What follows belongs to an exercise in optimizing a design on an open flow for small area, a short achievable clock period and few clock cycles; a production flow would make more cautious choices. Function was checked by simulation only, so behaviour that the tests miss may differ from the original.

==> wip/pepper <==
// csc_codec
module csc_codec (
    input  wire        clk,
    input  wire        rst,
    input  wire        req_valid,
    output wire        req_ready,
    input  wire        req_op,         
    input  wire        req_pol,        
    input  wire [3:0]  req_len,        
    input  wire [63:0] req_pay,        
    input  wire [63:0] req_val,        
    input  wire [5:0]  sig_start,
    input  wire [5:0]  sig_len_m1,     
    input  wire        sig_be,         
    input  wire        sig_signed,
    input  wire [15:0] sig_scale,      
    input  wire [31:0] sig_offset,     
    input  wire [63:0] sig_min,        
    input  wire [63:0] sig_max,        
    output reg         rsp_valid,
    output reg  [3:0]  rsp_st,
    output wire [95:0] rsp_v,
    output reg         rsp_oor,
    output reg  [63:0] rsp_pay,
    output reg         rsp_clamped,
    output reg         rsp_rovf
);
==> flow/config.mk <==
export PLATFORM = sky130hd
export DESIGN_NAME = csc_codec
export DESIGN_NICKNAME = csc_codec
export VERILOG_FILES = /design/flow/design.v
export SDC_FILE = /design/flow/constraint.sdc
export NUM_CORES = 4
export LEC_CHECK = 0
export CAP_MARGIN = 20
export CORE_MARGIN = 2
export CORE_UTILIZATION = 40
export SLEW_MARGIN = 20
==> flow/constraint.sdc <==
create_clock -name core_clock -period 20.0 [get_ports {clk}]
set_input_delay 4.0000 -clock core_clock [delete_from_list [all_inputs] [get_ports {clk}]]
set_output_delay 4.0000 -clock core_clock [all_outputs]
set_load 0.01 [all_outputs]
standard.sh (not shown) runs the stock make flow with config.mk's settings and CLKGATE_MAP_FILE= SYNTH_SCRIPT=/design/flow/synth_recipe.tcl, a recipe that flattens the netlist after the stock synthesis.
==> flow/flow/run.sh <==
#!/bin/bash
# Layout flow: the standard ORFS layout (standard.sh, all stages), with two
# changes to how the layout is made:
#  - synthesis maps adders with ABC instead of pre-extracting full/half-adder
#    cells (ADDER_MAP_FILE empty), so ABC can restructure arithmetic for delay;
#  - the timing repair steps aim for more setup slack than the default.
# The clock period, SDC constraints, floorplan, power grid, tap cells, CTS and
# routing are the standard ones; registers are those of the standard synthesis.
set -euo pipefail
bash standard.sh ADDER_MAP_FILE= SETUP_SLACK_MARGIN=12.5 finish > run_standard.log 2>&1
==> wip/delta (differences from wip/pepper) <==
--- a/flow/design.v
+++ b/flow/design.v
@@ -227,18 +227,19 @@
     wire [4:0]  e_bld  = b_off[20:16];
     wire        e_rneg = e_nneg ^ e_sneg;
     wire [17:0] e_kd   = e_rneg ? {e_nd[16], e_nd} : {2'b00, e_d};
     wire [64:0] e_mh   = {1'b0, e_a1} + {{48{e_kd[17]}}, e_kd[17:1]} + {64'd0, e_nneg};
     wire [65:0] e_m    = {e_mh, e_kd[0]};
     wire        e_mneg = e_rneg && (e_a1[63:16] == 48'd0) &&
                          ({1'b0, e_a1[15:0], 1'b0} + {16'd0, e_nneg, 1'b0} < {2'b00, e_d});
     wire        e_d1   = (e_d == 16'd1);
-    wire [7:0]  e_bla  = {1'b0, e_blz} + {7'd0, e_nneg};   
-    wire [7:0]  e_span = e_bla + 8'd2 - {3'd0, e_bld};    
+    wire        e_a1m  = &(~e_a1[63:1] | e_a1[62:0]);
+    wire [7:0]  e_bla  = {1'b0, e_blz} + {7'd0, e_nneg && e_a1m};   
+    wire [7:0]  e_span = e_bla + (e_rneg ? 8'd1 : 8'd2) - {3'd0, e_bld};    
     wire        e_j0   = e_d1 || e_mneg || (e_bla + 8'd1 < {3'd0, e_bld});
     wire [4:0]  e_jc   = e_span[6:2] + {4'd0, |e_span[1:0]};
     wire [4:0]  e_j    = e_j0 ? 5'd0 : (e_jc > 5'd16 ? 5'd16 : e_jc);
     wire [143:0] e_mx  = {14'd0, e_m[64:0], 65'd0} >> {e_j, 2'b00};
     wire [15:0] e_r0   = e_mx[80:65];
     wire [63:0] e_x0   = e_mneg ? 64'd0 : (e_d1 ? e_m[64:1] : e_mx[64:1]);
     wire        e_rn0  = e_rneg && !e_mneg;
     wire [16:0] e_dd   = {e_d, 1'b0};                  
==> flow/config.mk (replaced) <==
export PLATFORM = sky130hd
export DESIGN_NAME = csc_codec
export DESIGN_NICKNAME = csc_codec
export VERILOG_FILES = /design/flow/design.v
export SDC_FILE = /design/flow/constraint.sdc
export NUM_CORES = 4
export LEC_CHECK = 0
export CAP_MARGIN = 30
export CORE_MARGIN = 2
export CORE_UTILIZATION = 40
export SLEW_MARGIN = 30
==> qor summary <==
                                                          wip/delta               wip/pepper
Startpoint of the most critical setup path                  b_x[52]                  c_lo[1]
Capturing element of the worst setup path                 c_prod[8]                c_prod[4]
Result of the run                           complete, no violations  complete, no violations
CTS-repair resized insts                                        252                      374
Die area                                                  0.236 mm2                0.233 mm2
Net count reported at finish                                 11,500                   11,700
Via count of the first global-routing pass                   86,800                   86,700
Met2 layer usage reported by global route                     58.8%                    59.6%
Arrival time of the worst setup path                        8340 ps                  8220 ps
Hold WS                                                      393 ps                   392 ps
Fin cells                                                    14,400                   14,500
Core box area                                             0.230 mm2                0.228 mm2
Slack of the critical path                                12,390 ps                12,450 ps
Testbench counts of wip/pepper, summed over its fixed seeds: cycles 14,012.
Testbench counts of wip/delta, summed over its fixed seeds: cycles 13,770.

-- what the ideal ports hide --
How much do the figures lean on ideal ports? The routed layouts below were timed once more, with nothing changed but the port constraints. Step 1, drivers: a clkbuf_16 drives clk and a buf_2 each remaining input, both assumed. Step 2, shift: input delay + t, output delay - t, t = (earliest + latest rising clock arrival at the registers) / 2. This alone moves slack from input paths to output paths. Three values: no drivers, after step 1, after step 2; two values: the first two.
| run | t (ns) | slack for setup (ns) | cell pins on the clock port's net |
|---|---|---|---|
| wip/pepper | 0.910 | 12.453 / 12.453 / 12.453 | 1 |
| wip/delta | 0.908 | 12.392 / 12.392 / 12.392 | 1 |
After both steps every run listed still meets setup and hold.
